This design comes from an exercise in tuning for small area, a short achievable clock period and few clock cycles on the open sky130 flow, not from production work. The RTL was checked by simulation tests, not by an equivalence proof against the original design. No activity file was given, so power comes from the tool's default toggle rates.

### flow/run.sh
#!/bin/bash
# The standard layout, with every port buffered by a buf_4 instead of the
# default port buffer, and timing repair aiming for more setup slack than
# the clock period needs.
set -euo pipefail
export BUFFER_PORTS_ARGS="-buffer_cell sky130_fd_sc_hd__buf_4"
export SETUP_SLACK_MARGIN=9.3
bash standard.sh finish > flow_make.log 2>&1
### standard.sh
#!/bin/bash
# synth_recipe.tcl (not shown) runs the flow's synth.tcl, then flattens the netlist and writes it again
# the make line also repeats each setting of config.mk as NAME=value (left out here)
make -C /OpenROAD-flow-scripts/flow DESIGN_CONFIG=/design/flow/config.mk WORK_HOME=/design/flow/orfs CLKGATE_MAP_FILE= SYNTH_SCRIPT=/design/flow/synth_recipe.tcl "${@:-finish}"
### config.mk
export PLATFORM = sky130hd
export DESIGN_NAME = dither_mono
export DESIGN_NICKNAME = dither_mono
export VERILOG_FILES = /design/flow/design.v
export SDC_FILE = /design/flow/constraint.sdc
export NUM_CORES = 4
export LEC_CHECK = 0
export CAP_MARGIN = 20
export CORE_MARGIN = 2
export CORE_UTILIZATION = 60
export CTS_CLUSTER_DIAMETER = 60
export CTS_CLUSTER_SIZE = 25
export PLACE_DENSITY = 0.7
export SLEW_MARGIN = 20
### constraint.sdc
create_clock -name core_clock -period 13.0 [get_ports {clk}]
set_input_delay 2.6000 -clock core_clock [delete_from_list [all_inputs] [get_ports {clk}]]
set_output_delay 2.6000 -clock core_clock [all_outputs]
set_load 0.01 [all_outputs]
### design.v
module dither_mono #(
    parameter W = 32
) (
    input  wire        clk,
    input  wire        rst,
    input  wire        in_valid,
    output wire        in_ready,
    input  wire [15:0] in_pixel,
    input  wire        in_sof,
    input  wire [7:0]  cfg_thr,
    input  wire        cfg_dither,
    output wire        out_valid,
    input  wire        out_ready,
    output wire [7:0]  out_byte
);
    function [5:0] q7_off(input [6:0] s);
        case (s)
        7'd0: q7_off = 6'd0;
        7'd1: q7_off = 6'd0;
        7'd2: q7_off = 6'd0;
        7'd3: q7_off = 6'd1;
        7'd4: q7_off = 6'd1;
        7'd5: q7_off = 6'd2;
        7'd6: q7_off = 6'd2;
        7'd7: q7_off = 6'd3;
        7'd8: q7_off = 6'd3;
        7'd9: q7_off = 6'd3;
        7'd10: q7_off = 6'd4;
        7'd11: q7_off = 6'd4;
        7'd12: q7_off = 6'd5;
        7'd13: q7_off = 6'd5;
        7'd14: q7_off = 6'd6;
        7'd15: q7_off = 6'd6;
        7'd16: q7_off = 6'd7;
        7'd17: q7_off = 6'd7;
        7'd18: q7_off = 6'd7;
        7'd19: q7_off = 6'd8;
        7'd20: q7_off = 6'd8;
        7'd21: q7_off = 6'd9;
        7'd22: q7_off = 6'd9;
        7'd23: q7_off = 6'd10;
        7'd24: q7_off = 6'd10;
        7'd25: q7_off = 6'd10;
        7'd26: q7_off = 6'd11;
        7'd27: q7_off = 6'd11;
        7'd28: q7_off = 6'd12;
        7'd29: q7_off = 6'd12;
        7'd30: q7_off = 6'd13;
        7'd31: q7_off = 6'd13;
        7'd32: q7_off = 6'd14;
        7'd33: q7_off = 6'd14;
        7'd34: q7_off = 6'd14;
        7'd35: q7_off = 6'd15;
        7'd36: q7_off = 6'd15;
        7'd37: q7_off = 6'd16;
        7'd38: q7_off = 6'd16;
        7'd39: q7_off = 6'd17;
        7'd40: q7_off = 6'd17;
        7'd41: q7_off = 6'd17;
        7'd42: q7_off = 6'd18;
        7'd43: q7_off = 6'd18;
        7'd44: q7_off = 6'd19;
        7'd45: q7_off = 6'd19;
        7'd46: q7_off = 6'd20;
        7'd47: q7_off = 6'd20;
        7'd48: q7_off = 6'd21;
        7'd49: q7_off = 6'd21;
        7'd50: q7_off = 6'd21;
        7'd51: q7_off = 6'd22;
        7'd52: q7_off = 6'd22;
        7'd53: q7_off = 6'd23;
        7'd54: q7_off = 6'd23;
        7'd55: q7_off = 6'd24;
        7'd56: q7_off = 6'd24;
        7'd57: q7_off = 6'd24;
        7'd58: q7_off = 6'd25;
        7'd59: q7_off = 6'd25;
        7'd60: q7_off = 6'd26;
        7'd61: q7_off = 6'd26;
        7'd62: q7_off = 6'd27;
        7'd63: q7_off = 6'd27;
        7'd64: q7_off = 6'd36;
        7'd65: q7_off = 6'd36;
        7'd66: q7_off = 6'd36;
        7'd67: q7_off = 6'd37;
        7'd68: q7_off = 6'd37;
        7'd69: q7_off = 6'd38;
        7'd70: q7_off = 6'd38;
        7'd71: q7_off = 6'd39;
        7'd72: q7_off = 6'd39;
        7'd73: q7_off = 6'd39;
        7'd74: q7_off = 6'd40;
        7'd75: q7_off = 6'd40;
        7'd76: q7_off = 6'd41;
        7'd77: q7_off = 6'd41;
        7'd78: q7_off = 6'd42;
        7'd79: q7_off = 6'd42;
        7'd80: q7_off = 6'd43;
        7'd81: q7_off = 6'd43;
        7'd82: q7_off = 6'd43;
        7'd83: q7_off = 6'd44;
        7'd84: q7_off = 6'd44;
        7'd85: q7_off = 6'd45;
        7'd86: q7_off = 6'd45;
        7'd87: q7_off = 6'd46;
        7'd88: q7_off = 6'd46;
        7'd89: q7_off = 6'd46;
        7'd90: q7_off = 6'd47;
        7'd91: q7_off = 6'd47;
        7'd92: q7_off = 6'd48;
        7'd93: q7_off = 6'd48;
        7'd94: q7_off = 6'd49;
        7'd95: q7_off = 6'd49;
        7'd96: q7_off = 6'd50;
        7'd97: q7_off = 6'd50;
        7'd98: q7_off = 6'd50;
        7'd99: q7_off = 6'd51;
        7'd100: q7_off = 6'd51;
        7'd101: q7_off = 6'd52;
        7'd102: q7_off = 6'd52;
        7'd103: q7_off = 6'd53;
        7'd104: q7_off = 6'd53;
        7'd105: q7_off = 6'd53;
        7'd106: q7_off = 6'd54;
        7'd107: q7_off = 6'd54;
        7'd108: q7_off = 6'd55;
        7'd109: q7_off = 6'd55;
        7'd110: q7_off = 6'd56;
        7'd111: q7_off = 6'd56;
        7'd112: q7_off = 6'd57;
        7'd113: q7_off = 6'd57;
        7'd114: q7_off = 6'd57;
        7'd115: q7_off = 6'd58;
        7'd116: q7_off = 6'd58;
        7'd117: q7_off = 6'd59;
        7'd118: q7_off = 6'd59;
        7'd119: q7_off = 6'd60;
        7'd120: q7_off = 6'd60;
        7'd121: q7_off = 6'd60;
        7'd122: q7_off = 6'd61;
        7'd123: q7_off = 6'd61;
        7'd124: q7_off = 6'd62;
        7'd125: q7_off = 6'd62;
        7'd126: q7_off = 6'd63;
        7'd127: q7_off = 6'd63;
        endcase
    endfunction
    function [5:0] q7_on(input [6:0] s);
        case (s)
        7'd0: q7_on = 6'd36;
        7'd1: q7_on = 6'd36;
        7'd2: q7_on = 6'd37;
        7'd3: q7_on = 6'd37;
        7'd4: q7_on = 6'd38;
        7'd5: q7_on = 6'd38;
        7'd6: q7_on = 6'd39;
        7'd7: q7_on = 6'd39;
        7'd8: q7_on = 6'd39;
        7'd9: q7_on = 6'd40;
        7'd10: q7_on = 6'd40;
        7'd11: q7_on = 6'd41;
        7'd12: q7_on = 6'd41;
        7'd13: q7_on = 6'd42;
        7'd14: q7_on = 6'd42;
        7'd15: q7_on = 6'd43;
        7'd16: q7_on = 6'd43;
        7'd17: q7_on = 6'd43;
        7'd18: q7_on = 6'd44;
        7'd19: q7_on = 6'd44;
        7'd20: q7_on = 6'd45;
        7'd21: q7_on = 6'd45;
        7'd22: q7_on = 6'd46;
        7'd23: q7_on = 6'd46;
        7'd24: q7_on = 6'd46;
        7'd25: q7_on = 6'd47;
        7'd26: q7_on = 6'd47;
        7'd27: q7_on = 6'd48;
        7'd28: q7_on = 6'd48;
        7'd29: q7_on = 6'd49;
        7'd30: q7_on = 6'd49;
        7'd31: q7_on = 6'd50;
        7'd32: q7_on = 6'd50;
        7'd33: q7_on = 6'd50;
        7'd34: q7_on = 6'd51;
        7'd35: q7_on = 6'd51;
        7'd36: q7_on = 6'd52;
        7'd37: q7_on = 6'd52;
        7'd38: q7_on = 6'd53;
        7'd39: q7_on = 6'd53;
        7'd40: q7_on = 6'd53;
        7'd41: q7_on = 6'd54;
        7'd42: q7_on = 6'd54;
        7'd43: q7_on = 6'd55;
        7'd44: q7_on = 6'd55;
        7'd45: q7_on = 6'd56;
        7'd46: q7_on = 6'd56;
        7'd47: q7_on = 6'd57;
        7'd48: q7_on = 6'd57;
        7'd49: q7_on = 6'd57;
        7'd50: q7_on = 6'd58;
        7'd51: q7_on = 6'd58;
        7'd52: q7_on = 6'd59;
        7'd53: q7_on = 6'd59;
        7'd54: q7_on = 6'd60;
        7'd55: q7_on = 6'd60;
        7'd56: q7_on = 6'd60;
        7'd57: q7_on = 6'd61;
        7'd58: q7_on = 6'd61;
        7'd59: q7_on = 6'd62;
        7'd60: q7_on = 6'd62;
        7'd61: q7_on = 6'd63;
        7'd62: q7_on = 6'd63;
        7'd63: q7_on = 6'd0;
        7'd64: q7_on = 6'd0;
        7'd65: q7_on = 6'd0;
        7'd66: q7_on = 6'd1;
        7'd67: q7_on = 6'd1;
        7'd68: q7_on = 6'd2;
        7'd69: q7_on = 6'd2;
        7'd70: q7_on = 6'd3;
        7'd71: q7_on = 6'd3;
        7'd72: q7_on = 6'd3;
        7'd73: q7_on = 6'd4;
        7'd74: q7_on = 6'd4;
        7'd75: q7_on = 6'd5;
        7'd76: q7_on = 6'd5;
        7'd77: q7_on = 6'd6;
        7'd78: q7_on = 6'd6;
        7'd79: q7_on = 6'd7;
        7'd80: q7_on = 6'd7;
        7'd81: q7_on = 6'd7;
        7'd82: q7_on = 6'd8;
        7'd83: q7_on = 6'd8;
        7'd84: q7_on = 6'd9;
        7'd85: q7_on = 6'd9;
        7'd86: q7_on = 6'd10;
        7'd87: q7_on = 6'd10;
        7'd88: q7_on = 6'd10;
        7'd89: q7_on = 6'd11;
        7'd90: q7_on = 6'd11;
        7'd91: q7_on = 6'd12;
        7'd92: q7_on = 6'd12;
        7'd93: q7_on = 6'd13;
        7'd94: q7_on = 6'd13;
        7'd95: q7_on = 6'd14;
        7'd96: q7_on = 6'd14;
        7'd97: q7_on = 6'd14;
        7'd98: q7_on = 6'd15;
        7'd99: q7_on = 6'd15;
        7'd100: q7_on = 6'd16;
        7'd101: q7_on = 6'd16;
        7'd102: q7_on = 6'd17;
        7'd103: q7_on = 6'd17;
        7'd104: q7_on = 6'd17;
        7'd105: q7_on = 6'd18;
        7'd106: q7_on = 6'd18;
        7'd107: q7_on = 6'd19;
        7'd108: q7_on = 6'd19;
        7'd109: q7_on = 6'd20;
        7'd110: q7_on = 6'd20;
        7'd111: q7_on = 6'd21;
        7'd112: q7_on = 6'd21;
        7'd113: q7_on = 6'd21;
        7'd114: q7_on = 6'd22;
        7'd115: q7_on = 6'd22;
        7'd116: q7_on = 6'd23;
        7'd117: q7_on = 6'd23;
        7'd118: q7_on = 6'd24;
        7'd119: q7_on = 6'd24;
        7'd120: q7_on = 6'd24;
        7'd121: q7_on = 6'd25;
        7'd122: q7_on = 6'd25;
        7'd123: q7_on = 6'd26;
        7'd124: q7_on = 6'd26;
        7'd125: q7_on = 6'd27;
        7'd126: q7_on = 6'd27;
        7'd127: q7_on = 6'd28;
        endcase
    endfunction
    function [5:0] q5_off(input [6:0] s);
        case (s)
        7'd0: q5_off = 6'd0;
        7'd1: q5_off = 6'd0;
        7'd2: q5_off = 6'd0;
        7'd3: q5_off = 6'd0;
        7'd4: q5_off = 6'd1;
        7'd5: q5_off = 6'd1;
        7'd6: q5_off = 6'd1;
        7'd7: q5_off = 6'd2;
        7'd8: q5_off = 6'd2;
        7'd9: q5_off = 6'd2;
        7'd10: q5_off = 6'd3;
        7'd11: q5_off = 6'd3;
        7'd12: q5_off = 6'd3;
        7'd13: q5_off = 6'd4;
        7'd14: q5_off = 6'd4;
        7'd15: q5_off = 6'd4;
        7'd16: q5_off = 6'd5;
        7'd17: q5_off = 6'd5;
        7'd18: q5_off = 6'd5;
        7'd19: q5_off = 6'd5;
        7'd20: q5_off = 6'd6;
        7'd21: q5_off = 6'd6;
        7'd22: q5_off = 6'd6;
        7'd23: q5_off = 6'd7;
        7'd24: q5_off = 6'd7;
        7'd25: q5_off = 6'd7;
        7'd26: q5_off = 6'd8;
        7'd27: q5_off = 6'd8;
        7'd28: q5_off = 6'd8;
        7'd29: q5_off = 6'd9;
        7'd30: q5_off = 6'd9;
        7'd31: q5_off = 6'd9;
        7'd32: q5_off = 6'd10;
        7'd33: q5_off = 6'd10;
        7'd34: q5_off = 6'd10;
        7'd35: q5_off = 6'd10;
        7'd36: q5_off = 6'd11;
        7'd37: q5_off = 6'd11;
        7'd38: q5_off = 6'd11;
        7'd39: q5_off = 6'd12;
        7'd40: q5_off = 6'd12;
        7'd41: q5_off = 6'd12;
        7'd42: q5_off = 6'd13;
        7'd43: q5_off = 6'd13;
        7'd44: q5_off = 6'd13;
        7'd45: q5_off = 6'd14;
        7'd46: q5_off = 6'd14;
        7'd47: q5_off = 6'd14;
        7'd48: q5_off = 6'd15;
        7'd49: q5_off = 6'd15;
        7'd50: q5_off = 6'd15;
        7'd51: q5_off = 6'd15;
        7'd52: q5_off = 6'd16;
        7'd53: q5_off = 6'd16;
        7'd54: q5_off = 6'd16;
        7'd55: q5_off = 6'd17;
        7'd56: q5_off = 6'd17;
        7'd57: q5_off = 6'd17;
        7'd58: q5_off = 6'd18;
        7'd59: q5_off = 6'd18;
        7'd60: q5_off = 6'd18;
        7'd61: q5_off = 6'd19;
        7'd62: q5_off = 6'd19;
        7'd63: q5_off = 6'd19;
        7'd64: q5_off = 6'd44;
        7'd65: q5_off = 6'd44;
        7'd66: q5_off = 6'd44;
        7'd67: q5_off = 6'd44;
        7'd68: q5_off = 6'd45;
        7'd69: q5_off = 6'd45;
        7'd70: q5_off = 6'd45;
        7'd71: q5_off = 6'd46;
        7'd72: q5_off = 6'd46;
        7'd73: q5_off = 6'd46;
        7'd74: q5_off = 6'd47;
        7'd75: q5_off = 6'd47;
        7'd76: q5_off = 6'd47;
        7'd77: q5_off = 6'd48;
        7'd78: q5_off = 6'd48;
        7'd79: q5_off = 6'd48;
        7'd80: q5_off = 6'd49;
        7'd81: q5_off = 6'd49;
        7'd82: q5_off = 6'd49;
        7'd83: q5_off = 6'd49;
        7'd84: q5_off = 6'd50;
        7'd85: q5_off = 6'd50;
        7'd86: q5_off = 6'd50;
        7'd87: q5_off = 6'd51;
        7'd88: q5_off = 6'd51;
        7'd89: q5_off = 6'd51;
        7'd90: q5_off = 6'd52;
        7'd91: q5_off = 6'd52;
        7'd92: q5_off = 6'd52;
        7'd93: q5_off = 6'd53;
        7'd94: q5_off = 6'd53;
        7'd95: q5_off = 6'd53;
        7'd96: q5_off = 6'd54;
        7'd97: q5_off = 6'd54;
        7'd98: q5_off = 6'd54;
        7'd99: q5_off = 6'd54;
        7'd100: q5_off = 6'd55;
        7'd101: q5_off = 6'd55;
        7'd102: q5_off = 6'd55;
        7'd103: q5_off = 6'd56;
        7'd104: q5_off = 6'd56;
        7'd105: q5_off = 6'd56;
        7'd106: q5_off = 6'd57;
        7'd107: q5_off = 6'd57;
        7'd108: q5_off = 6'd57;
        7'd109: q5_off = 6'd58;
        7'd110: q5_off = 6'd58;
        7'd111: q5_off = 6'd58;
        7'd112: q5_off = 6'd59;
        7'd113: q5_off = 6'd59;
        7'd114: q5_off = 6'd59;
        7'd115: q5_off = 6'd59;
        7'd116: q5_off = 6'd60;
        7'd117: q5_off = 6'd60;
        7'd118: q5_off = 6'd60;
        7'd119: q5_off = 6'd61;
        7'd120: q5_off = 6'd61;
        7'd121: q5_off = 6'd61;
        7'd122: q5_off = 6'd62;
        7'd123: q5_off = 6'd62;
        7'd124: q5_off = 6'd62;
        7'd125: q5_off = 6'd63;
        7'd126: q5_off = 6'd63;
        7'd127: q5_off = 6'd63;
        endcase
    endfunction
    function [5:0] q5_on(input [6:0] s);
        case (s)
        7'd0: q5_on = 6'd44;
        7'd1: q5_on = 6'd44;
        7'd2: q5_on = 6'd44;
        7'd3: q5_on = 6'd45;
        7'd4: q5_on = 6'd45;
        7'd5: q5_on = 6'd45;
        7'd6: q5_on = 6'd46;
        7'd7: q5_on = 6'd46;
        7'd8: q5_on = 6'd46;
        7'd9: q5_on = 6'd47;
        7'd10: q5_on = 6'd47;
        7'd11: q5_on = 6'd47;
        7'd12: q5_on = 6'd48;
        7'd13: q5_on = 6'd48;
        7'd14: q5_on = 6'd48;
        7'd15: q5_on = 6'd49;
        7'd16: q5_on = 6'd49;
        7'd17: q5_on = 6'd49;
        7'd18: q5_on = 6'd49;
        7'd19: q5_on = 6'd50;
        7'd20: q5_on = 6'd50;
        7'd21: q5_on = 6'd50;
        7'd22: q5_on = 6'd51;
        7'd23: q5_on = 6'd51;
        7'd24: q5_on = 6'd51;
        7'd25: q5_on = 6'd52;
        7'd26: q5_on = 6'd52;
        7'd27: q5_on = 6'd52;
        7'd28: q5_on = 6'd53;
        7'd29: q5_on = 6'd53;
        7'd30: q5_on = 6'd53;
        7'd31: q5_on = 6'd54;
        7'd32: q5_on = 6'd54;
        7'd33: q5_on = 6'd54;
        7'd34: q5_on = 6'd54;
        7'd35: q5_on = 6'd55;
        7'd36: q5_on = 6'd55;
        7'd37: q5_on = 6'd55;
        7'd38: q5_on = 6'd56;
        7'd39: q5_on = 6'd56;
        7'd40: q5_on = 6'd56;
        7'd41: q5_on = 6'd57;
        7'd42: q5_on = 6'd57;
        7'd43: q5_on = 6'd57;
        7'd44: q5_on = 6'd58;
        7'd45: q5_on = 6'd58;
        7'd46: q5_on = 6'd58;
        7'd47: q5_on = 6'd59;
        7'd48: q5_on = 6'd59;
        7'd49: q5_on = 6'd59;
        7'd50: q5_on = 6'd59;
        7'd51: q5_on = 6'd60;
        7'd52: q5_on = 6'd60;
        7'd53: q5_on = 6'd60;
        7'd54: q5_on = 6'd61;
        7'd55: q5_on = 6'd61;
        7'd56: q5_on = 6'd61;
        7'd57: q5_on = 6'd62;
        7'd58: q5_on = 6'd62;
        7'd59: q5_on = 6'd62;
        7'd60: q5_on = 6'd63;
        7'd61: q5_on = 6'd63;
        7'd62: q5_on = 6'd63;
        7'd63: q5_on = 6'd0;
        7'd64: q5_on = 6'd0;
        7'd65: q5_on = 6'd0;
        7'd66: q5_on = 6'd0;
        7'd67: q5_on = 6'd1;
        7'd68: q5_on = 6'd1;
        7'd69: q5_on = 6'd1;
        7'd70: q5_on = 6'd2;
        7'd71: q5_on = 6'd2;
        7'd72: q5_on = 6'd2;
        7'd73: q5_on = 6'd3;
        7'd74: q5_on = 6'd3;
        7'd75: q5_on = 6'd3;
        7'd76: q5_on = 6'd4;
        7'd77: q5_on = 6'd4;
        7'd78: q5_on = 6'd4;
        7'd79: q5_on = 6'd5;
        7'd80: q5_on = 6'd5;
        7'd81: q5_on = 6'd5;
        7'd82: q5_on = 6'd5;
        7'd83: q5_on = 6'd6;
        7'd84: q5_on = 6'd6;
        7'd85: q5_on = 6'd6;
        7'd86: q5_on = 6'd7;
        7'd87: q5_on = 6'd7;
        7'd88: q5_on = 6'd7;
        7'd89: q5_on = 6'd8;
        7'd90: q5_on = 6'd8;
        7'd91: q5_on = 6'd8;
        7'd92: q5_on = 6'd9;
        7'd93: q5_on = 6'd9;
        7'd94: q5_on = 6'd9;
        7'd95: q5_on = 6'd10;
        7'd96: q5_on = 6'd10;
        7'd97: q5_on = 6'd10;
        7'd98: q5_on = 6'd10;
        7'd99: q5_on = 6'd11;
        7'd100: q5_on = 6'd11;
        7'd101: q5_on = 6'd11;
        7'd102: q5_on = 6'd12;
        7'd103: q5_on = 6'd12;
        7'd104: q5_on = 6'd12;
        7'd105: q5_on = 6'd13;
        7'd106: q5_on = 6'd13;
        7'd107: q5_on = 6'd13;
        7'd108: q5_on = 6'd14;
        7'd109: q5_on = 6'd14;
        7'd110: q5_on = 6'd14;
        7'd111: q5_on = 6'd15;
        7'd112: q5_on = 6'd15;
        7'd113: q5_on = 6'd15;
        7'd114: q5_on = 6'd15;
        7'd115: q5_on = 6'd16;
        7'd116: q5_on = 6'd16;
        7'd117: q5_on = 6'd16;
        7'd118: q5_on = 6'd17;
        7'd119: q5_on = 6'd17;
        7'd120: q5_on = 6'd17;
        7'd121: q5_on = 6'd18;
        7'd122: q5_on = 6'd18;
        7'd123: q5_on = 6'd18;
        7'd124: q5_on = 6'd19;
        7'd125: q5_on = 6'd19;
        7'd126: q5_on = 6'd19;
        7'd127: q5_on = 6'd20;
        endcase
    endfunction
    function [4:0] q3_off(input [6:0] s);
        case (s)
        7'd0: q3_off = 5'd0;
        7'd1: q3_off = 5'd0;
        7'd2: q3_off = 5'd0;
        7'd3: q3_off = 5'd0;
        7'd4: q3_off = 5'd0;
        7'd5: q3_off = 5'd0;
        7'd6: q3_off = 5'd1;
        7'd7: q3_off = 5'd1;
        7'd8: q3_off = 5'd1;
        7'd9: q3_off = 5'd1;
        7'd10: q3_off = 5'd1;
        7'd11: q3_off = 5'd2;
        7'd12: q3_off = 5'd2;
        7'd13: q3_off = 5'd2;
        7'd14: q3_off = 5'd2;
        7'd15: q3_off = 5'd2;
        7'd16: q3_off = 5'd3;
        7'd17: q3_off = 5'd3;
        7'd18: q3_off = 5'd3;
        7'd19: q3_off = 5'd3;
        7'd20: q3_off = 5'd3;
        7'd21: q3_off = 5'd3;
        7'd22: q3_off = 5'd4;
        7'd23: q3_off = 5'd4;
        7'd24: q3_off = 5'd4;
        7'd25: q3_off = 5'd4;
        7'd26: q3_off = 5'd4;
        7'd27: q3_off = 5'd5;
        7'd28: q3_off = 5'd5;
        7'd29: q3_off = 5'd5;
        7'd30: q3_off = 5'd5;
        7'd31: q3_off = 5'd5;
        7'd32: q3_off = 5'd6;
        7'd33: q3_off = 5'd6;
        7'd34: q3_off = 5'd6;
        7'd35: q3_off = 5'd6;
        7'd36: q3_off = 5'd6;
        7'd37: q3_off = 5'd6;
        7'd38: q3_off = 5'd7;
        7'd39: q3_off = 5'd7;
        7'd40: q3_off = 5'd7;
        7'd41: q3_off = 5'd7;
        7'd42: q3_off = 5'd7;
        7'd43: q3_off = 5'd8;
        7'd44: q3_off = 5'd8;
        7'd45: q3_off = 5'd8;
        7'd46: q3_off = 5'd8;
        7'd47: q3_off = 5'd8;
        7'd48: q3_off = 5'd9;
        7'd49: q3_off = 5'd9;
        7'd50: q3_off = 5'd9;
        7'd51: q3_off = 5'd9;
        7'd52: q3_off = 5'd9;
        7'd53: q3_off = 5'd9;
        7'd54: q3_off = 5'd10;
        7'd55: q3_off = 5'd10;
        7'd56: q3_off = 5'd10;
        7'd57: q3_off = 5'd10;
        7'd58: q3_off = 5'd10;
        7'd59: q3_off = 5'd11;
        7'd60: q3_off = 5'd11;
        7'd61: q3_off = 5'd11;
        7'd62: q3_off = 5'd11;
        7'd63: q3_off = 5'd11;
        7'd64: q3_off = 5'd20;
        7'd65: q3_off = 5'd20;
        7'd66: q3_off = 5'd20;
        7'd67: q3_off = 5'd20;
        7'd68: q3_off = 5'd20;
        7'd69: q3_off = 5'd20;
        7'd70: q3_off = 5'd21;
        7'd71: q3_off = 5'd21;
        7'd72: q3_off = 5'd21;
        7'd73: q3_off = 5'd21;
        7'd74: q3_off = 5'd21;
        7'd75: q3_off = 5'd22;
        7'd76: q3_off = 5'd22;
        7'd77: q3_off = 5'd22;
        7'd78: q3_off = 5'd22;
        7'd79: q3_off = 5'd22;
        7'd80: q3_off = 5'd23;
        7'd81: q3_off = 5'd23;
        7'd82: q3_off = 5'd23;
        7'd83: q3_off = 5'd23;
        7'd84: q3_off = 5'd23;
        7'd85: q3_off = 5'd23;
        7'd86: q3_off = 5'd24;
        7'd87: q3_off = 5'd24;
        7'd88: q3_off = 5'd24;
        7'd89: q3_off = 5'd24;
        7'd90: q3_off = 5'd24;
        7'd91: q3_off = 5'd25;
        7'd92: q3_off = 5'd25;
        7'd93: q3_off = 5'd25;
        7'd94: q3_off = 5'd25;
        7'd95: q3_off = 5'd25;
        7'd96: q3_off = 5'd26;
        7'd97: q3_off = 5'd26;
        7'd98: q3_off = 5'd26;
        7'd99: q3_off = 5'd26;
        7'd100: q3_off = 5'd26;
        7'd101: q3_off = 5'd26;
        7'd102: q3_off = 5'd27;
        7'd103: q3_off = 5'd27;
        7'd104: q3_off = 5'd27;
        7'd105: q3_off = 5'd27;
        7'd106: q3_off = 5'd27;
        7'd107: q3_off = 5'd28;
        7'd108: q3_off = 5'd28;
        7'd109: q3_off = 5'd28;
        7'd110: q3_off = 5'd28;
        7'd111: q3_off = 5'd28;
        7'd112: q3_off = 5'd29;
        7'd113: q3_off = 5'd29;
        7'd114: q3_off = 5'd29;
        7'd115: q3_off = 5'd29;
        7'd116: q3_off = 5'd29;
        7'd117: q3_off = 5'd29;
        7'd118: q3_off = 5'd30;
        7'd119: q3_off = 5'd30;
        7'd120: q3_off = 5'd30;
        7'd121: q3_off = 5'd30;
        7'd122: q3_off = 5'd30;
        7'd123: q3_off = 5'd31;
        7'd124: q3_off = 5'd31;
        7'd125: q3_off = 5'd31;
        7'd126: q3_off = 5'd31;
        7'd127: q3_off = 5'd31;
        endcase
    endfunction
    function [4:0] q3_on(input [6:0] s);
        case (s)
        7'd0: q3_on = 5'd20;
        7'd1: q3_on = 5'd20;
        7'd2: q3_on = 5'd20;
        7'd3: q3_on = 5'd20;
        7'd4: q3_on = 5'd20;
        7'd5: q3_on = 5'd21;
        7'd6: q3_on = 5'd21;
        7'd7: q3_on = 5'd21;
        7'd8: q3_on = 5'd21;
        7'd9: q3_on = 5'd21;
        7'd10: q3_on = 5'd22;
        7'd11: q3_on = 5'd22;
        7'd12: q3_on = 5'd22;
        7'd13: q3_on = 5'd22;
        7'd14: q3_on = 5'd22;
        7'd15: q3_on = 5'd23;
        7'd16: q3_on = 5'd23;
        7'd17: q3_on = 5'd23;
        7'd18: q3_on = 5'd23;
        7'd19: q3_on = 5'd23;
        7'd20: q3_on = 5'd23;
        7'd21: q3_on = 5'd24;
        7'd22: q3_on = 5'd24;
        7'd23: q3_on = 5'd24;
        7'd24: q3_on = 5'd24;
        7'd25: q3_on = 5'd24;
        7'd26: q3_on = 5'd25;
        7'd27: q3_on = 5'd25;
        7'd28: q3_on = 5'd25;
        7'd29: q3_on = 5'd25;
        7'd30: q3_on = 5'd25;
        7'd31: q3_on = 5'd26;
        7'd32: q3_on = 5'd26;
        7'd33: q3_on = 5'd26;
        7'd34: q3_on = 5'd26;
        7'd35: q3_on = 5'd26;
        7'd36: q3_on = 5'd26;
        7'd37: q3_on = 5'd27;
        7'd38: q3_on = 5'd27;
        7'd39: q3_on = 5'd27;
        7'd40: q3_on = 5'd27;
        7'd41: q3_on = 5'd27;
        7'd42: q3_on = 5'd28;
        7'd43: q3_on = 5'd28;
        7'd44: q3_on = 5'd28;
        7'd45: q3_on = 5'd28;
        7'd46: q3_on = 5'd28;
        7'd47: q3_on = 5'd29;
        7'd48: q3_on = 5'd29;
        7'd49: q3_on = 5'd29;
        7'd50: q3_on = 5'd29;
        7'd51: q3_on = 5'd29;
        7'd52: q3_on = 5'd29;
        7'd53: q3_on = 5'd30;
        7'd54: q3_on = 5'd30;
        7'd55: q3_on = 5'd30;
        7'd56: q3_on = 5'd30;
        7'd57: q3_on = 5'd30;
        7'd58: q3_on = 5'd31;
        7'd59: q3_on = 5'd31;
        7'd60: q3_on = 5'd31;
        7'd61: q3_on = 5'd31;
        7'd62: q3_on = 5'd31;
        7'd63: q3_on = 5'd0;
        7'd64: q3_on = 5'd0;
        7'd65: q3_on = 5'd0;
        7'd66: q3_on = 5'd0;
        7'd67: q3_on = 5'd0;
        7'd68: q3_on = 5'd0;
        7'd69: q3_on = 5'd1;
        7'd70: q3_on = 5'd1;
        7'd71: q3_on = 5'd1;
        7'd72: q3_on = 5'd1;
        7'd73: q3_on = 5'd1;
        7'd74: q3_on = 5'd2;
        7'd75: q3_on = 5'd2;
        7'd76: q3_on = 5'd2;
        7'd77: q3_on = 5'd2;
        7'd78: q3_on = 5'd2;
        7'd79: q3_on = 5'd3;
        7'd80: q3_on = 5'd3;
        7'd81: q3_on = 5'd3;
        7'd82: q3_on = 5'd3;
        7'd83: q3_on = 5'd3;
        7'd84: q3_on = 5'd3;
        7'd85: q3_on = 5'd4;
        7'd86: q3_on = 5'd4;
        7'd87: q3_on = 5'd4;
        7'd88: q3_on = 5'd4;
        7'd89: q3_on = 5'd4;
        7'd90: q3_on = 5'd5;
        7'd91: q3_on = 5'd5;
        7'd92: q3_on = 5'd5;
        7'd93: q3_on = 5'd5;
        7'd94: q3_on = 5'd5;
        7'd95: q3_on = 5'd6;
        7'd96: q3_on = 5'd6;
        7'd97: q3_on = 5'd6;
        7'd98: q3_on = 5'd6;
        7'd99: q3_on = 5'd6;
        7'd100: q3_on = 5'd6;
        7'd101: q3_on = 5'd7;
        7'd102: q3_on = 5'd7;
        7'd103: q3_on = 5'd7;
        7'd104: q3_on = 5'd7;
        7'd105: q3_on = 5'd7;
        7'd106: q3_on = 5'd8;
        7'd107: q3_on = 5'd8;
        7'd108: q3_on = 5'd8;
        7'd109: q3_on = 5'd8;
        7'd110: q3_on = 5'd8;
        7'd111: q3_on = 5'd9;
        7'd112: q3_on = 5'd9;
        7'd113: q3_on = 5'd9;
        7'd114: q3_on = 5'd9;
        7'd115: q3_on = 5'd9;
        7'd116: q3_on = 5'd9;
        7'd117: q3_on = 5'd10;
        7'd118: q3_on = 5'd10;
        7'd119: q3_on = 5'd10;
        7'd120: q3_on = 5'd10;
        7'd121: q3_on = 5'd10;
        7'd122: q3_on = 5'd11;
        7'd123: q3_on = 5'd11;
        7'd124: q3_on = 5'd11;
        7'd125: q3_on = 5'd11;
        7'd126: q3_on = 5'd11;
        7'd127: q3_on = 5'd12;
        endcase
    endfunction
    function [3:0] q1_off(input [6:0] s);
        case (s)
        7'd0: q1_off = 4'd0;
        7'd1: q1_off = 4'd1;
        7'd2: q1_off = 4'd2;
        7'd3: q1_off = 4'd2;
        7'd4: q1_off = 4'd2;
        7'd5: q1_off = 4'd2;
        7'd6: q1_off = 4'd2;
        7'd7: q1_off = 4'd1;
        7'd8: q1_off = 4'd2;
        7'd9: q1_off = 4'd3;
        7'd10: q1_off = 4'd2;
        7'd11: q1_off = 4'd2;
        7'd12: q1_off = 4'd2;
        7'd13: q1_off = 4'd2;
        7'd14: q1_off = 4'd2;
        7'd15: q1_off = 4'd3;
        7'd16: q1_off = 4'd1;
        7'd17: q1_off = 4'd2;
        7'd18: q1_off = 4'd3;
        7'd19: q1_off = 4'd3;
        7'd20: q1_off = 4'd3;
        7'd21: q1_off = 4'd3;
        7'd22: q1_off = 4'd3;
        7'd23: q1_off = 4'd2;
        7'd24: q1_off = 4'd3;
        7'd25: q1_off = 4'd4;
        7'd26: q1_off = 4'd3;
        7'd27: q1_off = 4'd3;
        7'd28: q1_off = 4'd3;
        7'd29: q1_off = 4'd3;
        7'd30: q1_off = 4'd3;
        7'd31: q1_off = 4'd4;
        7'd32: q1_off = 4'd2;
        7'd33: q1_off = 4'd3;
        7'd34: q1_off = 4'd4;
        7'd35: q1_off = 4'd4;
        7'd36: q1_off = 4'd4;
        7'd37: q1_off = 4'd4;
        7'd38: q1_off = 4'd4;
        7'd39: q1_off = 4'd3;
        7'd40: q1_off = 4'd4;
        7'd41: q1_off = 4'd5;
        7'd42: q1_off = 4'd4;
        7'd43: q1_off = 4'd4;
        7'd44: q1_off = 4'd4;
        7'd45: q1_off = 4'd4;
        7'd46: q1_off = 4'd4;
        7'd47: q1_off = 4'd5;
        7'd48: q1_off = 4'd3;
        7'd49: q1_off = 4'd4;
        7'd50: q1_off = 4'd5;
        7'd51: q1_off = 4'd5;
        7'd52: q1_off = 4'd5;
        7'd53: q1_off = 4'd5;
        7'd54: q1_off = 4'd5;
        7'd55: q1_off = 4'd4;
        7'd56: q1_off = 4'd5;
        7'd57: q1_off = 4'd6;
        7'd58: q1_off = 4'd5;
        7'd59: q1_off = 4'd5;
        7'd60: q1_off = 4'd5;
        7'd61: q1_off = 4'd5;
        7'd62: q1_off = 4'd5;
        7'd63: q1_off = 4'd6;
        7'd64: q1_off = 4'd12;
        7'd65: q1_off = 4'd13;
        7'd66: q1_off = 4'd14;
        7'd67: q1_off = 4'd14;
        7'd68: q1_off = 4'd14;
        7'd69: q1_off = 4'd14;
        7'd70: q1_off = 4'd14;
        7'd71: q1_off = 4'd13;
        7'd72: q1_off = 4'd14;
        7'd73: q1_off = 4'd15;
        7'd74: q1_off = 4'd14;
        7'd75: q1_off = 4'd14;
        7'd76: q1_off = 4'd14;
        7'd77: q1_off = 4'd14;
        7'd78: q1_off = 4'd14;
        7'd79: q1_off = 4'd15;
        7'd80: q1_off = 4'd13;
        7'd81: q1_off = 4'd14;
        7'd82: q1_off = 4'd15;
        7'd83: q1_off = 4'd15;
        7'd84: q1_off = 4'd15;
        7'd85: q1_off = 4'd15;
        7'd86: q1_off = 4'd15;
        7'd87: q1_off = 4'd14;
        7'd88: q1_off = 4'd15;
        7'd89: q1_off = 4'd0;
        7'd90: q1_off = 4'd15;
        7'd91: q1_off = 4'd15;
        7'd92: q1_off = 4'd15;
        7'd93: q1_off = 4'd15;
        7'd94: q1_off = 4'd15;
        7'd95: q1_off = 4'd0;
        7'd96: q1_off = 4'd14;
        7'd97: q1_off = 4'd15;
        7'd98: q1_off = 4'd0;
        7'd99: q1_off = 4'd0;
        7'd100: q1_off = 4'd0;
        7'd101: q1_off = 4'd0;
        7'd102: q1_off = 4'd0;
        7'd103: q1_off = 4'd15;
        7'd104: q1_off = 4'd0;
        7'd105: q1_off = 4'd1;
        7'd106: q1_off = 4'd0;
        7'd107: q1_off = 4'd0;
        7'd108: q1_off = 4'd0;
        7'd109: q1_off = 4'd0;
        7'd110: q1_off = 4'd0;
        7'd111: q1_off = 4'd1;
        7'd112: q1_off = 4'd15;
        7'd113: q1_off = 4'd0;
        7'd114: q1_off = 4'd1;
        7'd115: q1_off = 4'd1;
        7'd116: q1_off = 4'd1;
        7'd117: q1_off = 4'd1;
        7'd118: q1_off = 4'd1;
        7'd119: q1_off = 4'd0;
        7'd120: q1_off = 4'd1;
        7'd121: q1_off = 4'd2;
        7'd122: q1_off = 4'd1;
        7'd123: q1_off = 4'd1;
        7'd124: q1_off = 4'd1;
        7'd125: q1_off = 4'd1;
        7'd126: q1_off = 4'd1;
        7'd127: q1_off = 4'd2;
        endcase
    endfunction
    function [3:0] q1_on(input [6:0] s);
        case (s)
        7'd0: q1_on = 4'd13;
        7'd1: q1_on = 4'd14;
        7'd2: q1_on = 4'd14;
        7'd3: q1_on = 4'd14;
        7'd4: q1_on = 4'd14;
        7'd5: q1_on = 4'd14;
        7'd6: q1_on = 4'd13;
        7'd7: q1_on = 4'd14;
        7'd8: q1_on = 4'd15;
        7'd9: q1_on = 4'd14;
        7'd10: q1_on = 4'd14;
        7'd11: q1_on = 4'd14;
        7'd12: q1_on = 4'd14;
        7'd13: q1_on = 4'd14;
        7'd14: q1_on = 4'd15;
        7'd15: q1_on = 4'd13;
        7'd16: q1_on = 4'd14;
        7'd17: q1_on = 4'd15;
        7'd18: q1_on = 4'd15;
        7'd19: q1_on = 4'd15;
        7'd20: q1_on = 4'd15;
        7'd21: q1_on = 4'd15;
        7'd22: q1_on = 4'd14;
        7'd23: q1_on = 4'd15;
        7'd24: q1_on = 4'd0;
        7'd25: q1_on = 4'd15;
        7'd26: q1_on = 4'd15;
        7'd27: q1_on = 4'd15;
        7'd28: q1_on = 4'd15;
        7'd29: q1_on = 4'd15;
        7'd30: q1_on = 4'd0;
        7'd31: q1_on = 4'd14;
        7'd32: q1_on = 4'd15;
        7'd33: q1_on = 4'd0;
        7'd34: q1_on = 4'd0;
        7'd35: q1_on = 4'd0;
        7'd36: q1_on = 4'd0;
        7'd37: q1_on = 4'd0;
        7'd38: q1_on = 4'd15;
        7'd39: q1_on = 4'd0;
        7'd40: q1_on = 4'd1;
        7'd41: q1_on = 4'd0;
        7'd42: q1_on = 4'd0;
        7'd43: q1_on = 4'd0;
        7'd44: q1_on = 4'd0;
        7'd45: q1_on = 4'd0;
        7'd46: q1_on = 4'd1;
        7'd47: q1_on = 4'd15;
        7'd48: q1_on = 4'd0;
        7'd49: q1_on = 4'd1;
        7'd50: q1_on = 4'd1;
        7'd51: q1_on = 4'd1;
        7'd52: q1_on = 4'd1;
        7'd53: q1_on = 4'd1;
        7'd54: q1_on = 4'd0;
        7'd55: q1_on = 4'd1;
        7'd56: q1_on = 4'd2;
        7'd57: q1_on = 4'd1;
        7'd58: q1_on = 4'd1;
        7'd59: q1_on = 4'd1;
        7'd60: q1_on = 4'd1;
        7'd61: q1_on = 4'd1;
        7'd62: q1_on = 4'd2;
        7'd63: q1_on = 4'd0;
        7'd64: q1_on = 4'd1;
        7'd65: q1_on = 4'd2;
        7'd66: q1_on = 4'd2;
        7'd67: q1_on = 4'd2;
        7'd68: q1_on = 4'd2;
        7'd69: q1_on = 4'd2;
        7'd70: q1_on = 4'd1;
        7'd71: q1_on = 4'd2;
        7'd72: q1_on = 4'd3;
        7'd73: q1_on = 4'd2;
        7'd74: q1_on = 4'd2;
        7'd75: q1_on = 4'd2;
        7'd76: q1_on = 4'd2;
        7'd77: q1_on = 4'd2;
        7'd78: q1_on = 4'd3;
        7'd79: q1_on = 4'd1;
        7'd80: q1_on = 4'd2;
        7'd81: q1_on = 4'd3;
        7'd82: q1_on = 4'd3;
        7'd83: q1_on = 4'd3;
        7'd84: q1_on = 4'd3;
        7'd85: q1_on = 4'd3;
        7'd86: q1_on = 4'd2;
        7'd87: q1_on = 4'd3;
        7'd88: q1_on = 4'd4;
        7'd89: q1_on = 4'd3;
        7'd90: q1_on = 4'd3;
        7'd91: q1_on = 4'd3;
        7'd92: q1_on = 4'd3;
        7'd93: q1_on = 4'd3;
        7'd94: q1_on = 4'd4;
        7'd95: q1_on = 4'd2;
        7'd96: q1_on = 4'd3;
        7'd97: q1_on = 4'd4;
        7'd98: q1_on = 4'd4;
        7'd99: q1_on = 4'd4;
        7'd100: q1_on = 4'd4;
        7'd101: q1_on = 4'd4;
        7'd102: q1_on = 4'd3;
        7'd103: q1_on = 4'd4;
        7'd104: q1_on = 4'd5;
        7'd105: q1_on = 4'd4;
        7'd106: q1_on = 4'd4;
        7'd107: q1_on = 4'd4;
        7'd108: q1_on = 4'd4;
        7'd109: q1_on = 4'd4;
        7'd110: q1_on = 4'd5;
        7'd111: q1_on = 4'd3;
        7'd112: q1_on = 4'd4;
        7'd113: q1_on = 4'd5;
        7'd114: q1_on = 4'd5;
        7'd115: q1_on = 4'd5;
        7'd116: q1_on = 4'd5;
        7'd117: q1_on = 4'd5;
        7'd118: q1_on = 4'd4;
        7'd119: q1_on = 4'd5;
        7'd120: q1_on = 4'd6;
        7'd121: q1_on = 4'd5;
        7'd122: q1_on = 4'd5;
        7'd123: q1_on = 4'd5;
        7'd124: q1_on = 4'd5;
        7'd125: q1_on = 4'd5;
        7'd126: q1_on = 4'd6;
        7'd127: q1_on = 4'd4;
        endcase
    endfunction
    function [7:0] ks8(input [7:0] a, input [7:0] b);
        reg [7:0] p, g, pp, gg;
        integer   i, d;
        begin
            p  = a ^ b;
            g  = a & b;
            pp = p;
            gg = g;
            for (d = 1; d < 8; d = d * 2)
                for (i = 7; i >= d; i = i - 1) begin
                    gg[i] = gg[i] | (pp[i] & gg[i-d]);
                    pp[i] = pp[i] & pp[i-d];
                end
            ks8 = p ^ {gg[6:0], 1'b0};
        end
    endfunction
    function gtu8(input [7:0] a, input [7:0] b);
        reg     g, e;
        integer i;
        begin
            g = 1'b0;
            e = 1'b1;
            for (i = 7; i >= 0; i = i - 1) begin
                g = g | (e & a[i] & ~b[i]);
                e = e & (a[i] | ~b[i]) & (~a[i] | b[i]);
            end
            gtu8 = g;
        end
    endfunction
    function [5:0] intensity(input [15:0] p);
        reg [5:0] a, b, c;
        reg       ab, cb, ac;
        begin
            a  = {p[4:0], 1'b0};
            b  = p[10:5];
            c  = {p[15:11], 1'b0};
            ab = gtu8({2'b00, a}, {2'b00, b});
            cb = gtu8({2'b00, c}, {2'b00, b});
            ac = gtu8({3'b000, p[4:0]}, {3'b000, p[15:11]});
            if (ac)
                intensity = ab ? a : b;
            else
                intensity = cb ? c : b;
        end
    endfunction
    wire       f1_go, f2_go, x_go;
    wire       pb_wr;
    wire       g_valid_n, fr_valid_n, x_sure_n;
    wire              a_we;
    wire [4:0]        a_wpos;
    wire signed [6:0] a_wdata;
    reg        in_ready_r;
    reg        iv;
    reg [15:0] ipix;
    reg        isof, idith;
    reg [5:0]  ithr;
    wire acc_in = in_valid & in_ready_r;
    assign in_ready = in_ready_r;
    always @(posedge clk) begin
        if (~iv | pb_wr) begin
            ipix  <= in_pixel;
            isof  <= in_sof;
            ithr  <= cfg_thr[7:2];
            idith <= cfg_dither;
        end
    end
    reg [5:0]  pb [0:31];
    reg [5:0]  cnt;           
    reg        rowfull;       
    reg [4:0]  wx;            
    reg        w_wdir;        
    reg        w_rdir;        
    reg        w_odd, w_first, w_dith;
    reg [5:0]  w_t6;
    reg [4:0]  rk;            
    assign     pb_wr    = iv & (~cnt[5] | f1_go);
    wire       w_new    = (wx == 5'd0);
    wire       wdir_eff = w_new ? w_rdir : w_wdir;
    wire [4:0] wp       = wx ^ {5{wdir_eff}};
    wire       iv_n     = acc_in | (iv & ~pb_wr);
    wire       w_row    = pb_wr & w_new;
    wire       w_odd_n  = w_row ? (~isof & ~w_odd) : w_odd;
    wire       w_first_n = w_row ? isof : w_first;
    wire       w_dith_n = (w_row & isof) ? idith : w_dith;
    wire [5:0] w_t6_n   = (w_row & isof) ? ithr : w_t6;
    wire       w_rdir_n = (w_row & ~isof) ? (w_rdir ^ ~w_odd) : w_rdir;
    wire [5:0] cnt_n    = cnt + {5'd0, pb_wr} - {5'd0, f1_go};
    wire       full_n   = (cnt[5] & (pb_wr | ~f1_go)) | ((cnt == 6'd31) & pb_wr & ~f1_go);
    wire       f1_sure_n = ~g_valid_n | ~fr_valid_n | x_sure_n;
    always @(posedge clk) begin
        if (pb_wr)
            pb[wp] <= intensity(ipix);
    end
    always @(posedge clk) begin
        if (rst) begin
            in_ready_r <= 1'b1;
            iv         <= 1'b0;
            cnt        <= 6'd0;
            rowfull    <= 1'b0;
            wx         <= 5'd0;
            w_rdir     <= 1'b0;
            w_wdir     <= 1'b0;
            w_odd      <= 1'b1;
        end else begin
            in_ready_r <= ~iv_n | ~full_n | f1_sure_n;
            iv         <= iv_n;
            cnt        <= cnt_n;
            rowfull    <= (pb_wr & (wx == 5'd31)) | (rowfull & ~(f1_go & (rk == 5'd31)));
            if (pb_wr)
                wx <= wx + 5'd1;
            if (w_row)
                w_wdir <= w_rdir;
            w_odd   <= w_odd_n;
            w_first <= w_first_n;
            w_dith  <= w_dith_n;
            w_t6    <= w_t6_n;
            w_rdir  <= w_rdir_n;
        end
    end
    reg        rs;            
    reg        r_odd, r_zero, r_dith, r_rdir;
    reg [5:0]  r_t6;
    wire       rs_n   = f1_go ? (rk == 5'd31) : rs;
    wire       f_odd  = r_odd;
    wire       f_zero = r_zero;
    wire       f_dith = r_dith;
    wire [5:0] f_t6   = r_t6;
    wire [4:0] rp     = rk ^ {5{r_rdir}};    
    wire [4:0] fx     = rk ^ {5{r_odd}};     
    wire       avail  = f_odd ? rowfull : (cnt != 6'd0);
    reg signed [6:0]  el [0:31];   
    wire [5:0]        v      = pb[rp];
    wire signed [6:0] el_rd  = (a_we && a_wpos == fx) ? a_wdata : el[fx];
    reg               g_valid;
    reg [5:0]         g_v;
    reg [5:0]         g_t6;
    reg signed [6:0]  g_el;
    reg [4:0]         g_x;
    reg               g_rs, g_last, g_zero, g_dith, g_odd;
    assign f1_go     = avail & (~g_valid | f2_go);
    assign g_valid_n = f1_go | (g_valid & ~f2_go);
    always @(posedge clk) begin
        if (rst) begin
            rk      <= 5'd0;
            rs      <= 1'b1;
            g_valid <= 1'b0;
        end else begin
            if (f1_go)
                rk <= rk + 5'd1;
            rs <= rs_n;
            if (rs_n) begin
                r_odd  <= w_odd_n;
                r_zero <= w_first_n | ~w_dith_n;
                r_dith <= w_dith_n;
                r_rdir <= w_rdir_n;
                r_t6   <= w_t6_n;
            end
            g_valid <= g_valid_n;
        end
        if (f1_go) begin
            g_v    <= v;
            g_t6   <= f_t6;
            g_el   <= el_rd;
            g_x    <= fx;
            g_rs   <= rs;
            g_last <= (rk == 5'd31);
            g_zero <= f_zero;
            g_dith <= f_dith;
            g_odd  <= f_odd;
        end else if (a_we && a_wpos == g_x) begin
            g_el   <= a_wdata;
        end
    end
    reg               fr_valid;
    reg [6:0]         fr_b0;      
    reg signed [7:0]  fr_t;       
    reg               fr_dith, fr_odd, fr_last, fr_rs;
    reg [4:0]         fr_x;
    reg signed [5:0]  accA;        
    reg signed [3:0]  accB;        
    wire signed [5:0] accA_n;
    wire signed [3:0] accB_n;
    wire              caseA = fr_valid;
    wire signed [6:0] err0  = caseA ? {{3{accB_n[3]}}, accB_n} : {accA_n[5], accA_n};
    wire signed [6:0] errl  = (a_we && a_wpos == g_x) ? a_wdata : g_el;
    wire signed [6:0] err   = g_zero ? 7'sd0 : (g_rs ? err0 : errl);
    wire signed [7:0] base  = ks8({2'b00, g_v}, {err[6], err});
    wire [7:0]        g_tv  = ~ks8({2'b11, ~g_t6}, {2'b00, g_v});
    assign f2_go      = g_valid & (~fr_valid | x_go);
    assign fr_valid_n = f2_go | (fr_valid & ~x_go);
    always @(posedge clk) begin
        if (rst)
            fr_valid <= 1'b0;
        else
            fr_valid <= fr_valid_n;
        if (f2_go) begin
            fr_b0   <= base[6:0];
            fr_t    <= ~ks8(~g_tv, {err[6], err});    
            fr_dith <= g_dith;
            fr_odd  <= g_odd;
            fr_last <= g_last;
            fr_rs   <= g_rs;
            fr_x    <= g_x;
        end
    end
    reg signed [5:0]  carry;
    wire [7:0]        s0w  = ks8({1'b0, fr_b0}, {{2{carry[5]}}, carry});
    wire [6:0]        s0   = s0w[6:0];
    wire              on   = gtu8({~carry[5], {2{carry[5]}}, carry[4:0]}, {~fr_t[7], fr_t[6:0]});
    wire [5:0]        q7   = on ? q7_on(s0) : q7_off(s0);
    wire [5:0]        q5   = on ? q5_on(s0) : q5_off(s0);
    wire              sel_q5 = g_valid & ~g_zero;
    reg  [31:0] dec;
    reg  [3:0]  pend;
    reg  [1:0]  nb;
    reg         ov;
    reg  [7:0]  ob;
    reg         pxg_r;        
    reg         nbx_r;        
    wire        cap       = ~ov & pend[nb];
    wire [1:0]  xg        = fr_x[4:3];
    wire        dec_block = pxg_r & (ov | ~nbx_r);
    wire        bdone     = fr_odd ? (fr_x[2:0] == 3'd0) : (fr_x[2:0] == 3'd7);
    wire [3:0]  pend_n    = (pend & ~(cap ? (4'd1 << nb) : 4'd0))
                          | ((x_go & bdone) ? (4'd1 << xg) : 4'd0);
    wire [1:0]  xg_n      = f2_go ? g_x[4:3] : xg;
    assign x_go = fr_valid & ~dec_block;
    assign x_sure_n = ~pend_n[xg_n] | (~(cap | ov) & (nb + {1'b0, cap} == xg_n));
    reg               er_valid, er_rs;
    reg [4:0]         er_wpos;
    reg signed [4:0]  er_q3;
    reg signed [5:0]  er_q5;
    reg signed [3:0]  er_q1;
    always @(posedge clk) begin
        if (rst) begin
            carry    <= 6'sd0;
            er_valid <= 1'b0;
            pend     <= 4'd0;
            pxg_r    <= 1'b0;
            nbx_r    <= 1'b0;
            nb       <= 2'd0;
            ov       <= 1'b0;
        end else begin
            if (x_go) begin
                if (fr_last | ~fr_dith)
                    carry <= (fr_last & sel_q5) ? q5 : 6'sd0;
                else
                    carry <= q7;
            end
            er_valid <= x_go;
            pend <= pend_n;
            pxg_r <= pend_n[xg_n];
            nbx_r <= (nb + {1'b0, cap} == xg_n);
            if (cap)
                nb <= nb + 2'd1;
            ov <= cap | (ov & ~out_ready);
        end
        if (x_go) begin
            dec[fr_x] <= on;
            er_rs     <= fr_rs;
            er_wpos   <= fr_odd ? fr_x + 5'd1 : fr_x - 5'd1;
            er_q3     <= on ? q3_on(s0) : q3_off(s0);
            er_q5     <= q5;
            er_q1     <= on ? q1_on(s0) : q1_off(s0);
        end
        if (cap)
            ob <= dec[nb*8 +: 8];
    end
    assign out_valid = ov;
    assign out_byte  = ob;
    assign a_we    = er_valid & ~er_rs;
    assign a_wpos  = er_wpos;
    wire [7:0] a_sum3 = ks8({{2{accA[5]}}, accA}, {{3{er_q3[4]}}, er_q3});
    wire [7:0] a_sum5 = ks8({{4{accB[3]}}, accB}, {{2{er_q5[5]}}, er_q5});
    assign a_wdata = a_sum3[6:0];
    assign accA_n  = er_valid ? (er_rs ? er_q5 : a_sum5[5:0]) : accA;
    assign accB_n  = er_valid ? er_q1 : accB;
    always @(posedge clk) begin
        accA <= accA_n;
        accB <= accB_n;
        if (a_we)
            el[a_wpos] <= a_wdata;
    end
endmodule
==> metrics.cfg, run 1 <==
[clock_tree]
clock_latency_ns = 0.60
clockRootBuffer = clkbuf_16
numCtsBuffers = 40
cts_tree = yes
cts.path.max_buffers = 3
cts.sinks = 622
clk_pin_slew_ns = 0.08
htree_levels = 2

[worst_setup_path]
cp_slowest_cell = edfxtp_1
crit_family = flip-flops
arrival_ns = 1.12
crit_required_ns = 10.40
critPathMaxStageDelay_ns = 0.40
critPathMaxFanout = 1
path_class = register to primary output
critPathLaunchType = register
reg2reg_to = fr_t[7]
critPathCaptureType = primary output
r2r_cells = 16
path_cells = buf_6
path_buf_inv = 1
rr_startpoint = er_q3[0]
r2r_slack_ns = 9.41

[final_layout]
final_cells = 2556
stdcell_area_um2 = 31000
n_fill_cell = 3225
drive_above_1_share_pct = 18.9
fin_nets = 2031
areaGrowthSynthToFinish_pct = 9.71
antenna_cells = 0

[yosys]
synth-edff-count = 564
synth_nets = 1992
yosysSeqAreaShare_pct = 64.1
synth_cells = 1880
ys_types = 80
synth-seq-cells = 622
avgSynthCellArea_um2 = 15.0
ys_dominant_reg_cell = edfxtp_1
synthesis.area_um2 = 28300
ys_async_sr_fraction_pct = 0
yosys_warnings = 1

[flow_run]
maxCapViolations = 0

[timing]
clock.fmax_mhz = 269
worst_pin_slew_ns = 0.980
drv_slew = 0
setup_viol = 0
rsz0062_at_grt = true
final_hold_viol_count = 0
period_share_pct = 28.6
slew_headroom_pct = 34.2
min_period_ns = 3.72
finalClockSkew_ns = 0.0328
fin_setup_tns_ns = 0
hold_ws_ns = 0.424

[floorplan]
initial_utilization_pct = 60.7
dieHeight_um = 221
dieWidth_um = 221
die_area_um2 = 48800
ioPinCount = 40
num_rows = 79
core-area_um2 = 46600

[grt]
overflow = 0
grt_pass1_vias = 16100
grt_pass1_wl_mm = 93.2
grt_antenna_before_repair = 0
track_usage_pct = 24.7
grt_start_max_net_pins = 59

[placed_design]
dp.final_hpwl_mm = 38.9
dpl_cell_area_um2 = 29300
gp_congestion = 0.880
portBuffers = 37
placed_cells = 2467

[hold_path]
hp-start = r_t6[3]
worstHoldPathType = register to register
whs_endpoint = g_t6[3]
hold_depth = 0

[route]
vias_per_cell = 6.27
wl_per_cell_um = 23.3
drtAntennaViolNets = 0
num_vias = 16000
wl_mm = 59.6
drc = 0
drt_iter0_markers = 1678
drt_pre_antenna_iters = 7

[power_and_ir_drop]
power-per-cell-area_nw_per_um2 = 224
p_leak_nw = 10.4
ir_drop_v = 0.000156

[run_status]
status = finished clean

Yosys cell counts, drive strengths merged, types with 4 or more instances:
library cell	number	area (um2)
edfxtp	564	16900
nor2	155	584
mux4	139	3130
nand2	99	372
a21oi	95	475
o21ai	89	445
inv	76	285
ha	74	926
dfxtp	58	1160
clkbuf	54	203
xnor2	51	447
buf	35	183
mux2i	34	340
a31oi	31	194
xor2	28	245
nor3	24	131
mux2	23	259
nor2b	23	144
nand3	19	95.1
a21o	14	105
a22oi	14	105
o211ai	14	105
or3	13	81.3
o21bai	12	90.1
o22ai	12	75.1
a211oi	10	75.1
nand2b	9	56.3
fa	8	160
nand4	8	50.1
and3	7	43.8
nor3b	6	45.0
and2	5	31.3
maj3	5	50.1
a311oi	4	41.3
a32oi	4	35.0
nand3b	4	30.0
o21a	4	30.0
or2	4	25.0
final cells by class:
| type | count | area, um2 | area share [%] |
|---|---|---|---|
| tap | 607 | 759 | 2.45 |
| sequential | 622 | 18100 | 58.4 |
| timing repair buffer | 84 | 721 | 2.33 |
| clock inverter | 26 | 278 | 0.896 |
| multi-input combinational | 1092 | 9770 | 31.5 |
| clock buffer | 46 | 1070 | 3.44 |
| timing repair inverter | 1 | 5.00 | 0.0161 |
| inverter | 78 | 297 | 0.957 |
stage by stage:
step	power [mW]	setup slack [ns]	util (%)
2_1_floorplan	4.78	9.22	-
6_report	6.95	9.28	66.6
3_3_place_gp	5.49	8.54	63.0
5_1_grt	7.32	9.22	66.6
4_1_cts	6.94	9.20	66.3
3_5_place_dp	5.57	8.85	63.0
registers in the layout, indices dropped and copies added, names as in the netlist, 7 cells and up:
signal / flops
ipix: 16
g_el: 7
fr_b0: 7
el: 224
pb: 192
ob: 8
dec: 32
fr_t: 8
cells in the final DEF (no fill, tap or decap), types with 9 or more instances in the layout:
| master | instances |
|---|---|
| ha_1 | 71 |
| clkbuf_16 | 42 |
| nand2_1 | 97 |
| xor2_1 | 22 |
| buf_4 | 69 |
| nand2b_1 | 9 |
| a21oi_1 | 92 |
| buf_6 | 10 |
| edfxtp_1 | 564 |
| o21ai_0 | 65 |
| nor3_1 | 21 |
| nor2_1 | 151 |
| a31oi_1 | 26 |
| o21ai_1 | 24 |
| nor2b_1 | 22 |
| inv_1 | 74 |
| mux4_2 | 139 |
| or3_1 | 13 |
| nand3_1 | 19 |
| o21bai_1 | 12 |
| mux2_2 | 22 |
| a21o_1 | 14 |
| a22oi_1 | 14 |
| o211ai_1 | 14 |
| o22ai_1 | 12 |
| mux2i_1 | 34 |
| xnor2_1 | 43 |
| dfxtp_1 | 56 |
logic make-up (layout without fill, tap and decap cells):
kind of cell	Yosys count	in the layout	share of synthesized area [%]
buf+inv	167	235	2.40
compound gates	338	338	7.45
flops	622	622	64.1
xor+xnor	79	79	2.45
simple gates	391	391	6.42
fa+ha+maj	87	87	4.02
mux	196	197	13.2
what timing repair did:
action | CTS | global route
cloned | 2 | 0
gates resized for setup | 22 | 20
endpoints found under the setup margin | 26 | 21
hold buffers | 0 | 0
buffers inserted | 9 | 6
pin swaps | 1 | 2
how the worst max path moves through the flow:
| stage | cells past startpoint | slack, ns | to | from |
|---|---|---|---|---|
| 3_3_place_gp | 8 | 8.54 | g_el[5] | r_odd |
| 5_1_grt | 16 | 9.22 | fr_t[7] | er_q3[0] |
| 3_5_place_dp | 16 | 8.85 | fr_t[7] | er_q3[0] |
| 6_report | 1 | 9.28 | out_byte[7] | ob[7] |
| 4_1_cts | 14 | 9.20 | fr_t[7] | er_q3[1] |
| 2_1_floorplan | 13 | 9.22 | fr_t[7] | accA[0] |
layer usage:
| metal | up-vias | track usage (%) | routed length [um] |
|---|---|---|---|
| met2 | 458 | 43.2 | 31100 |
| met4 | 0 | 6.67 | 1450 |
| met3 | 89 | 2.82 | 2770 |
| met5 | - | 0 | 0 |
| met1 | 8116 | 33.2 | 24300 |
| li1 | 7362 | - | - |
power breakdown:
part	switching [mW]	leakage, nW	internal [mW]	total [mW]
combinational	1.68	4.15	1.14	2.81
clock	0.694	0.649	0.640	1.33
sequential	0.0997	5.62	2.70	2.80
total	2.47	10.4	4.48	6.95
Testbench counts, summed over its fixed seeds: cycles 20,640.
==> run 2, diff against run 1 <==
--- a/flow/run.sh
+++ b/flow/run.sh
@@ -4,5 +4,5 @@
 # the clock period needs.
 set -euo pipefail
 export BUFFER_PORTS_ARGS="-buffer_cell sky130_fd_sc_hd__buf_4"
-export SETUP_SLACK_MARGIN=9.3
+export SETUP_SLACK_MARGIN=9.2
 bash standard.sh finish > flow_make.log 2>&1
==> run 2 against run 1 <==
Net effect: total power decreased by 0.61%; core utilization decreased by 0.21 points; worst setup slack improved by 0.0085 ns; final area decreased by 0.31%; sequential power about the same; synthesized cell count unchanged; clock skew increased by 0.0020 ns; global-route usage decreased by 0.22 points; maximum frequency increased by 0.23%; wire length decreased by 0.37%; via count decreased by 0.24%.
==> metrics.cfg, run 2 <==
[timing]
slew_headroom_pct = 34.1
worst_pin_slew_ns = 0.983
rsz0062_at_grt = true
finalClockSkew_ns = 0.0348
fin_setup_tns_ns = 0
min_period_ns = 3.71
final_hold_viol_count = 0
clock.fmax_mhz = 269
drv_slew = 0
period_share_pct = 28.6
worst_slack_ns = 9.29
setup_viol = 0

[clock_tree]
clockRootBuffer = clkbuf_16
numCtsBuffers = 40
clock_latency_ns = 0.60
htree_levels = 2
cts.path.max_buffers = 3
cts.sinks = 622
clk_pin_slew_ns = 0.08
cts_tree = yes

[yosys]
ys_dominant_reg_cell = edfxtp_1
synth_nets = 1992
yosys_warnings = 1
synthesis.area_um2 = 28300
avgSynthCellArea_um2 = 15.0
synth_most_common_cell = edfxtp_1
yosysSeqAreaShare_pct = 64.1
synth_cells = 1880
yosys.area.top_type = edfxtp_1
netlist.area_leader.share_pct = 59.9
synth-edff-count = 564
ys_async_sr_fraction_pct = 0
synth-seq-cells = 622
netlist_top_cells_area = edfxtp_1 (60%), mux4_2 (11%), dfxtp_1 (4.1%)
synth_common_cells = edfxtp_1 (564), nor2_1 (154), mux4_2 (139)
ys_types = 80

[route]
num_vias = 16000
vias_per_cell = 6.25
wl_mm = 59.4
drtAntennaViolNets = 0
drt_pre_antenna_iters = 6
wl_per_cell_um = 23.2
drt_iter0_markers = 1671
drc = 0

[worst_setup_path]
path_class = register to primary output
critPathMaxStageDelay_ns = 0.38
r2r_slack_ns = 9.30
crit_family = flip-flops
cp_slowest_cell = edfxtp_1
path_buf_inv = 1
critPathCaptureType = primary output
critPathMaxFanout = 1
path_cells = buf_4
critPathLaunchType = register
arrival_ns = 1.11
crit_required_ns = 10.40

[power_and_ir_drop]
ir_drop_v = 0.000157
p_leak_nw = 10.4
power-per-cell-area_nw_per_um2 = 224

[placed_design]
dp.final_hpwl_mm = 38.9
dp_slack_ns = 8.85
gp_congestion = 0.880
portBuffers = 37

[flow_run]
maxCapViolations = 0

[run_status]
status = finished clean

[final_layout]
largest_reg_flops = 224
largest_register = el
final_common_cell = edfxtp_1
reg_top3 = el (224), pb (192), dec (32)
fin_nets = 2030
drive_above_1_share_pct = 18.5
areaGrowthSynthToFinish_pct = 9.37
most-common-layout-cells = edfxtp_1 (564), nor2_1 (152), mux4_2 (139)

[floorplan]
initial_utilization_pct = 60.7
die_area_um2 = 48800
dieHeight_um = 221
num_rows = 79
core-area_um2 = 46600
dieWidth_um = 221
ioPinCount = 40

[hold_path]
worstHoldPathType = register to register

[grt]
grt_antenna_before_repair = 1
track_usage_pct = 24.5
grt_pass1_wl_mm = 92.0
grt_pass1_vias = 16000
grt_start_max_net_pins = 59
overflow = 0

[run 2: cell counts after synthesis]
Identical to the previous run, type by type.
[run 2: logic make-up (layout without fill, tap and decap cells)]
kind of cell / Yosys count / in the layout / share of synthesized area (%)
AO/OA/AOI/OAI: 338 / 338 / 7.45
AND/OR/NAND/NOR: 391 / 391 / 6.42
other: 0 / 1 / 0
flip-flops: 622 / 622 / 64.1
multiplexers: 196 / 197 / 13.2
adder cells (fa/ha/maj): 87 / 87 / 4.02
XOR/XNOR: 79 / 79 / 2.45
buffers and inverters: 167 / 234 / 2.40
[run 2: layout make-up]
cell class                 count  area [um2]
sequential                   622       18100
clock inverter                26         278
multi-input combinational   1092        9730
antenna                        1        2.50
timing repair inverter         1        5.00
tap                          607         759
clock buffer                  46        1070
inverter                      78         297
fill                        3225       15700
timing repair buffer          83         654
[run 2: metal layers]
layer	up-vias	track usage, %	routed length [um]
li1	7352	-	-
met1	8053	32.7	24100
met2	482	42.0	30400
met3	100	3.27	3190
met4	0	7.99	1750
met5	-	0	0
[run 2: path summary, 6_finish.rpt]
path	startpoint	to	cells past startpoint
hold / removal	r_t6[3]	g_t6[3]	0
setup / recovery	ob[4]	out_byte[4]	1
hold reg to reg	r_t6[3]	g_t6[3]	0
setup reg to reg	er_q3[0]	fr_t[7]	14
[run 2: stage by stage]
stage / utilization (%) / area, um2 / power, mW / hold slack, ns / cells
after CTS: 65.9 / 30700 / 6.89 / 0.426 / 2539
final: 66.4 / 30900 / 6.91 / 0.424 / 2556
after detailed placement: 63.0 / 29300 / 5.57 / 0.405 / 2467
after floorplan: - / 28300 / 4.78 / 0.400 / 1880
after global routing: 66.4 / 30900 / 7.27 / 0.434 / 2555
after global placement: 63.0 / 29300 / 5.49 / 0.403 / 2466
[run 2: where the power goes]
part	total (mW)	switching (mW)	internal [mW]
clock network	1.33	0.695	0.640
logic	2.77	1.66	1.11
registers	2.81	0.101	2.70
total	6.91	2.46	4.45
[run 2: repair_timing]
item / in CTS / in global routing
cloned: 0 / 2
hold buffers: 0 / 0
buffers inserted: 0 / 14
endpoints found under the setup margin: 9 / 26
pin swaps: 1 / 1
gates resized for setup: 7 / 12

## re-timing with driven ports
The flow's constraints put no driver on any port. The routed layouts listed below were extracted and timed again, unchanged, in two steps.
Step 1 assumes that a clkbuf_16 drives the clock port and a buf_2 every other input.
Step 2 also shifts input and output timing later by t, the mid clock arrival at the registers, as if the neighbouring blocks saw the same clock.
Slacks: no drivers / after step 1 / after step 2; pairs: no drivers / after step 1.
run	t (ns)	setup slack, ns	latest minus earliest clock arrival (ns)	worst register clock-pin slew, ns	worst data-port slew with drivers (ns)
run 1	0.632	9.278 / 9.225 / 9.057	0.034 / 0.034	0.10 / 0.10	0.07
run 2	0.637	9.287 / 9.232 / 9.066	0.036 / 0.035	0.10 / 0.10	0.07
After both steps setup and hold are still met in every run listed.
